What follows belongs to an exercise in optimizing a design on an open flow for small area, a short achievable clock period and few clock cycles per item; a production flow would make more cautious choices. Only simulation tests tie the RTL to the original design; equivalence was not proved. Power figures rest on the tool's default switching activity, not on a simulated workload.

Design dtg_wpe, start of the top module:
module dtg_wpe (
    input  wire        clk,
    input  wire        rst,           
    input  wire        start,
    input  wire        op,
    input  wire [31:0] freq_hz,
    input  wire [31:0] duty_raw,      
    input  wire [31:0] dt_raw,        
    input  wire [11:0] div16_in,
    input  wire [15:0] top_in,
    output wire        ready,
    output reg         done,
    output reg         err,
    output reg  [11:0] div16,
    output reg  [15:0] top,
    output wire [31:0] cc,
    output wire [15:0] eff_ticks,
    output wire [31:0] achieved_dt_ns,
    output wire [31:0] achieved_freq
);
    localparam [31:0] K0 = 32'd2000000000;    
    localparam [13:0] K1 = 14'd15258;         
    reg        busy;
    reg aSET, aDIV, aDINC, aD1, aD2, aC, aWM, aDONE;
    reg phQ, phC;            
    reg  [4:0] koff;         
    reg d16;                 
    reg topv;                
    reg d2v;                 
    reg dv;                  
    reg [27:0] ra;           
    reg [27:0] ya;           
    reg [29:0] y3;           
    reg [25:0] qa;           
    reg  [4:0] cnta;         
    reg  [1:0] kb;           
    reg mWTOP, mD2, mA, mWT, mE2, mE3, mADT, mDONE;
    reg mB;                  
    reg needd2;
    reg [20:0] acc;          
    reg  [2:0] cntm;
    reg [16:0] duty_q;       
    reg  [5:0] mbd;          
    reg tWD, tSAT, tDIV, tDONE;
    reg [12:0] rt;           
    reg [15:0] nq;           
    reg  [4:0] cntt;
    reg        sat;
    reg [15:0] a_r;
    reg [15:0] b_r;
    reg [26:0] adt;
    wire [25:0] qinc = qa + 26'd1;
    wire [16:0] qdec = qa[16:0] - 17'd1;
    assign ready          = ~busy;
    assign cc             = {b_r, a_r};
    assign eff_ticks      = nq;
  ...
Size in the first run: roughly 3200 cells after synthesis, roughly 320 flip-flops, roughly 270 I/O pins, ~27000 sq um of cells after synthesis.
clock: 10.0 ns
lec_check: 0
cap_margin: 20
core_margin: 2
core_utilization: 40
place_density: 0.6
setup_slack_margin: 5
slew_margin: 20
standard.sh (not shown) runs the stock make flow with config.mk's settings and CLKGATE_MAP_FILE= SYNTH_SCRIPT=/design/flow/synth_recipe.tcl, a recipe that flattens the netlist after the stock synthesis.
==> flow/flow/run.sh <==
#!/bin/bash
set -euo pipefail
cd "$(dirname "$0")/.."
export BUFFER_PORTS_ARGS="-buffer_cell sky130_fd_sc_hd__buf_1"
bash standard.sh > standard.log 2>&1
The baseline produced a clean layout.
Testbench counts at the start, summed over its fixed seeds: cycles 52,640, items 2,400.
Edit:
--- a/flow/design.v
+++ b/flow/design.v
@@ -15,19 +15,19 @@
     output reg  [15:0] top,
     output wire [31:0] cc,
     output wire [15:0] eff_ticks,
     output wire [31:0] achieved_dt_ns,
     output wire [31:0] achieved_freq
 );
     localparam [31:0] K0 = 32'd2000000000;    
     localparam [13:0] K1 = 14'd15258;         
     reg        busy;
-    reg aSET, aDIV, aDINC, aD1, aD2, aC, aWM, aDONE;
+    reg aSET, aDIV, aD1, aD2, aC, aWM, aDONE;
     reg phQ, phC;            
     reg  [4:0] koff;         
     reg d16;                 
     reg topv;                
     reg d2v;                 
     reg dv;                  
     reg [27:0] ra;           
     reg [27:0] ya;           
     reg [29:0] y3;           
@@ -147,18 +147,24 @@
     wire [13:0] tz   = {1'b0, tsh} - {2'b0, div16};
     wire        tge  = ~tz[13];
     wire        t8   = (rt == 13'd0) & ({4'd0, nq[15:8]} < div16);
     wire a_fin = (aDIV & alast & ~phQ & ~phC) | aDONE;
     wire m_fin = mDONE | (mADT & (cntm == 3'd3)) | (mE3 & d16);
     wire fin   = a_fin & m_fin;
     always @(posedge clk) begin
         done <= 1'b0;
         mbd  <= nbd;
+        ra   <= rnext;
+        cnta <= cnta - 5'd2;
+        kb   <= kb_next;
+        acc  <= mshr;
+        cntm <= cntm1;
+        cntt <= cntt - 5'd1;
         if (!busy) begin
             err    <= ~op & f_err;
             topv   <= 1'b0;
             d2v    <= 1'b0;
             dv     <= 1'b0;
             sat    <= 1'b0;
             duty_q <= duty_c;
             rt     <= dt_c[27:15];
             nq     <= {dt_c[14:0], 1'b0};
@@ -204,30 +210,26 @@
                 aDIV <= 1'b1;
             end
             if (aDIV) begin
                 ra   <= rnext;
                 qa   <= {qa[23:0], qd};
                 cnta <= cnta - 5'd2;
                 kb   <= kb_next;
                 if (alast) begin
                     aDIV  <= 1'b0;
-                    aDINC <= phQ;
+                    aD1   <= phQ;
                     aC    <= phC;
                     aDONE <= ~phQ & ~phC;
                 end
             end
-            if (aDINC) begin
+            if (aD1) begin
                 div16 <= qinc[11:0];
                 dv    <= 1'b1;
-                aDINC <= 1'b0;
-                aD1   <= 1'b1;
-            end
-            if (aD1) begin
                 ya  <= az[27:0];
                 aD1 <= 1'b0;
                 aD2 <= 1'b1;
             end
             if (aD2) begin
                 ya   <= az[27:0];
                 koff <= 5'd0;
                 phQ  <= 1'b0;
                 phC  <= 1'b1;
@@ -350,23 +352,23 @@
                 cntt <= cntt - 5'd1;
                 if (cntt == 5'd1) begin
                     tDIV  <= 1'b0;
                     tDONE <= 1'b1;
                 end
             end
             if (fin) begin
                 done <= 1'b1;
                 busy <= 1'b0;
-                {aSET, aDIV, aDINC, aD1, aD2, aC, aWM, aDONE} <= 8'd0;
+                {aSET, aDIV, aD1, aD2, aC, aWM, aDONE} <= 7'd0;
                 {mWTOP, mD2, mA, mWT, mE2, mE3, mADT, mDONE, mB} <= 9'd0;
                 {tWD, tSAT, tDIV, tDONE} <= 4'd0;
             end
         end
         if (rst) begin
             busy <= 1'b0;
             done <= 1'b0;
-            {aSET, aDIV, aDINC, aD1, aD2, aC, aWM, aDONE} <= 8'd0;
+            {aSET, aDIV, aD1, aD2, aC, aWM, aDONE} <= 7'd0;
             {mWTOP, mD2, mA, mWT, mE2, mE3, mADT, mDONE, mB} <= 9'd0;
             {tWD, tSAT, tDIV, tDONE} <= 4'd0;
         end
     end
 endmodule
Setup slack loses 0.026 ns.
Sequential power grows by roughly a tenth.
Critical path depth grows by 8.
Synthesized area shrinks by a few percent.
Core utilization barely changes.
Die area shrinks by a few percent.
Total power grows by a quarter to a third.
First-iteration DRC count shrinks by a few percent.
Cell count shrinks slightly.
Flip-flop and latch count shrinks by 1.
Design area shrinks by a few percent.
Synthesized cell count shrinks slightly.
Register-to-register slack loses 0.12 ns.
Testbench counts after the change, summed over its fixed seeds: cycles 52,219, items 2,400.

== blue ==
dtg_wpe with an RTL version that a note above also has.
Size: about 3,200 cells after synthesis, ~270 I/O pins.
export LEC_CHECK = 0
export CAP_MARGIN = 20
export CORE_MARGIN = 2
export CORE_UTILIZATION = 40
export PLACE_DENSITY = 0.6
export SLEW_MARGIN = 20
create_clock -name core_clock -period 10.0 [get_ports {clk}]
==> flow/flow/run.sh <==
#!/bin/bash
set -euo pipefail
cd "$(dirname "$0")/.."
export SETUP_SLACK_MARGIN=5.5
export BUFFER_PORTS_ARGS="-buffer_cell sky130_fd_sc_hd__buf_1"
bash standard.sh > standard.log 2>&1
Having completed the whole flow, blue delivered a layout that passed the timing, design-rule and antenna checks.
Testbench counts of blue, summed over its fixed seeds: cycles 52,219, items 2,400.
Inputs modified between blue and green:
--- a/flow/design.v
+++ b/flow/design.v
@@ -18,23 +18,22 @@
     output wire [31:0] achieved_dt_ns,
     output wire [31:0] achieved_freq
 );
     localparam [31:0] K0 = 32'd2000000000;    
     localparam [13:0] K1 = 14'd15258;         
     reg        busy;
     reg aSET, aDIV, aD1, aD2, aC, aWM, aDONE;
     reg phQ, phC;            
     reg  [4:0] koff;         
     reg d16;                 
     reg topv;                
-    reg d2v;                 
     reg dv;                  
     reg [27:0] ra;           
     reg [27:0] ya;           
     reg [29:0] y3;           
     reg [25:0] qa;           
     reg  [4:0] cnta;         
     reg  [1:0] kb;           
     reg mWTOP, mD2, mA, mWT, mE2, mE3, mADT, mDONE;
     reg mB;                  
     reg needd2;
     reg [20:0] acc;          
@@ -154,23 +153,22 @@
         done <= 1'b0;
         mbd  <= nbd;
         ra   <= rnext;
         cnta <= cnta - 5'd2;
         kb   <= kb_next;
         acc  <= mshr;
         cntm <= cntm1;
         cntt <= cntt - 5'd1;
         if (!busy) begin
             err    <= ~op & f_err;
             topv   <= 1'b0;
-            d2v    <= 1'b0;
             dv     <= 1'b0;
             sat    <= 1'b0;
             duty_q <= duty_c;
             rt     <= dt_c[27:15];
             nq     <= {dt_c[14:0], 1'b0};
             cntm   <= 3'd0;
             ya     <= {2'b0, freq_hz[25:0]};
             div16  <= op ? div16_in : 12'd16;
             top    <= top_in;
             acc    <= d16_in ? 21'd1 : {9'd0, div16_in};
             d16    <= op ? d16_in : f_big;
@@ -202,96 +200,86 @@
         end else begin
             if (aSET) begin
                 ra   <= r_init[27:0];
                 y3   <= az[29:0];
                 cnta <= k_init;
                 kb   <= kb_init;
                 qa   <= 26'd0;
                 aSET <= 1'b0;
                 aDIV <= 1'b1;
             end
             if (aDIV) begin
-                ra   <= rnext;
                 qa   <= {qa[23:0], qd};
-                cnta <= cnta - 5'd2;
-                kb   <= kb_next;
                 if (alast) begin
                     aDIV  <= 1'b0;
                     aD1   <= phQ;
                     aC    <= phC;
                     aDONE <= ~phQ & ~phC;
                 end
             end
             if (aD1) begin
                 div16 <= qinc[11:0];
                 dv    <= 1'b1;
-                ya  <= az[27:0];
-                aD1 <= 1'b0;
-                aD2 <= 1'b1;
+                ya    <= az[27:0];
+                aD1   <= 1'b0;
+                aD2   <= 1'b1;
             end
             if (aD2) begin
                 ya   <= az[27:0];
                 koff <= 5'd0;
                 phQ  <= 1'b0;
                 phC  <= 1'b1;
                 aD2  <= 1'b0;
                 aSET <= 1'b1;
             end
             if (aC) begin
                 qa   <= {1'b0, qinc[25:1]};
                 top  <= qdec[16:1];
                 topv <= 1'b1;
                 phC  <= 1'b0;
                 aC   <= 1'b0;
                 if (d16) begin
                     ya   <= {11'd0, qinc[17:1]};
                     aSET <= 1'b1;
                 end else begin
                     aWM  <= 1'b1;
                 end
             end
-            if (aWM && d2v) begin
-                aWM  <= 1'b0;
-                aSET <= 1'b1;
-            end
             if (mWTOP && topv) begin
                 cntm  <= 3'd0;
                 mWTOP <= 1'b0;
                 if (needd2) begin
                     acc  <= {9'd0, div16};
                     mD2  <= 1'b1;
                     mB   <= 1'b1;
                 end else begin
                     acc  <= 21'd0;
                     mA   <= 1'b1;
                     mB   <= 1'b1;
                 end
             end
             if (mD2) begin
                 ya[15:0] <= {msum[3:0], ya[15:4]};
-                acc  <= mshr;
-                cntm <= cntm1;
                 if (d16 || cntm == 3'd3) begin
                     if (d16) ya <= {11'd0, msum[16:0]};
                     else     ya[27:16] <= mshr[11:0];
-                    d2v  <= 1'b1;
+                    aWM  <= 1'b0;
+                    aSET <= 1'b1;
                     acc  <= 21'd0;
                     cntm <= 3'd0;
                     mD2  <= 1'b0;
                     mA   <= 1'b1;
                 end
             end
             if (mA) begin
-                acc    <= mshr;
                 duty_q <= {4'd0, duty_q[16:4]};
-                cntm   <= cntm1;
                 if (cntm == 3'd4) begin
                     a_r <= msum[15:0];
                     mA  <= 1'b0;
                     mB  <= 1'b0;
                     mWT <= 1'b1;
                 end
             end
             if (mWT && tDONE) begin
                 mWT <= 1'b0;
                 if (sat) begin
                     b_r <= top;
@@ -310,24 +298,22 @@
                 nq    <= msum[15:0];
                 adt   <= {8'd0, msum[15:0], 3'd0};
                 acc   <= 21'd1;
                 cntm  <= 3'd0;
                 mE3   <= 1'b0;
                 mADT  <= ~d16;
                 mB    <= ~d16;
                 mDONE <= d16;
             end
             if (mADT) begin
                 adt[14:0] <= {msum[3:0], adt[14:4]};
-                acc  <= mshr;
-                cntm <= cntm1;
                 if (cntm == 3'd3) begin
                     adt[26:15] <= mshr[11:0];
                     mADT  <= 1'b0;
                     mB    <= 1'b0;
                     mDONE <= 1'b1;
                 end
             end
             if (tWD && dv) begin
                 tWD  <= 1'b0;
                 tSAT <= 1'b1;
             end
@@ -341,23 +327,22 @@
                     nq   <= {nq[7:0], 8'd0};
                     cntt <= 5'd8;
                     tDIV <= 1'b1;
                 end else begin
                     cntt <= 5'd16;
                     tDIV <= 1'b1;
                 end
             end
             if (tDIV) begin
                 rt   <= tge ? tz[12:0] : tsh;
                 nq   <= {nq[14:0], tge};
-                cntt <= cntt - 5'd1;
                 if (cntt == 5'd1) begin
                     tDIV  <= 1'b0;
                     tDONE <= 1'b1;
                 end
             end
             if (fin) begin
                 done <= 1'b1;
                 busy <= 1'b0;
                 {aSET, aDIV, aD1, aD2, aC, aWM, aDONE} <= 7'd0;
                 {mWTOP, mD2, mA, mWT, mE2, mE3, mADT, mDONE, mB} <= 9'd0;
                 {tWD, tSAT, tDIV, tDONE} <= 4'd0;
Portion of the clock cycle consumed by the worst path in the final layout for green is higher than for blue.
For the insertion delay of the later-clocked pin in the worst-skew pair, green came in 0.03 ns higher than blue did.
Between green and blue, the routed wire length is higher for blue.
Clock network contribution to total cell area for green: 0.28 points up relative to blue
The y dimension of the die in green was lower than what blue gave.
Diff blue -> green | number of standard cells in the layout, taps in and fillers out | down by a few percent
In the tables for green and blue, data arrival time of the critical path reads higher with blue.
green reports a lower via count than blue does.
green ended with less maximum number of pins on one net before global-route repair than blue.
Testbench counts of green, summed over its fixed seeds: cycles 51,944, items 2,400.

-- what the ideal ports hide --
In the flow no input, the clock included, has a driving cell. The finished layouts below were timed again as built, in two steps. Step 1 sets driving cells, clkbuf_16 on the clock port and buf_2 on the other inputs (assumed; they add their load-dependent delay and slew). Step 2, shift: input delay + t, output delay - t, t = (earliest + latest rising clock arrival at the registers) / 2. This alone moves slack from input paths to output paths. a / b / c = ideal / step 1 / step 2; a / b = the first two.
| run | t (ns) | setup WS [ns] | slew at the worst register clock pin (ns) |
|---|---|---|---|
| the first run of note 1 | 0.635 | 5.135 / 5.068 / 5.225 | 0.07 / 0.07 |
| the second run of note 1 | 0.624 | 5.109 / 5.109 / 5.109 | 0.07 / 0.07 |
| blue | 0.627 | 5.590 / 5.548 / 5.590 | 0.07 / 0.07 |
| green | 0.655 | 5.506 / 5.477 / 5.081 | 0.07 / 0.07 |
After both steps setup and hold are still met in every run listed. For green, which loses most, drivers alone change the setup slack by -0.029 ns; drivers and shift together by -0.425 ns.
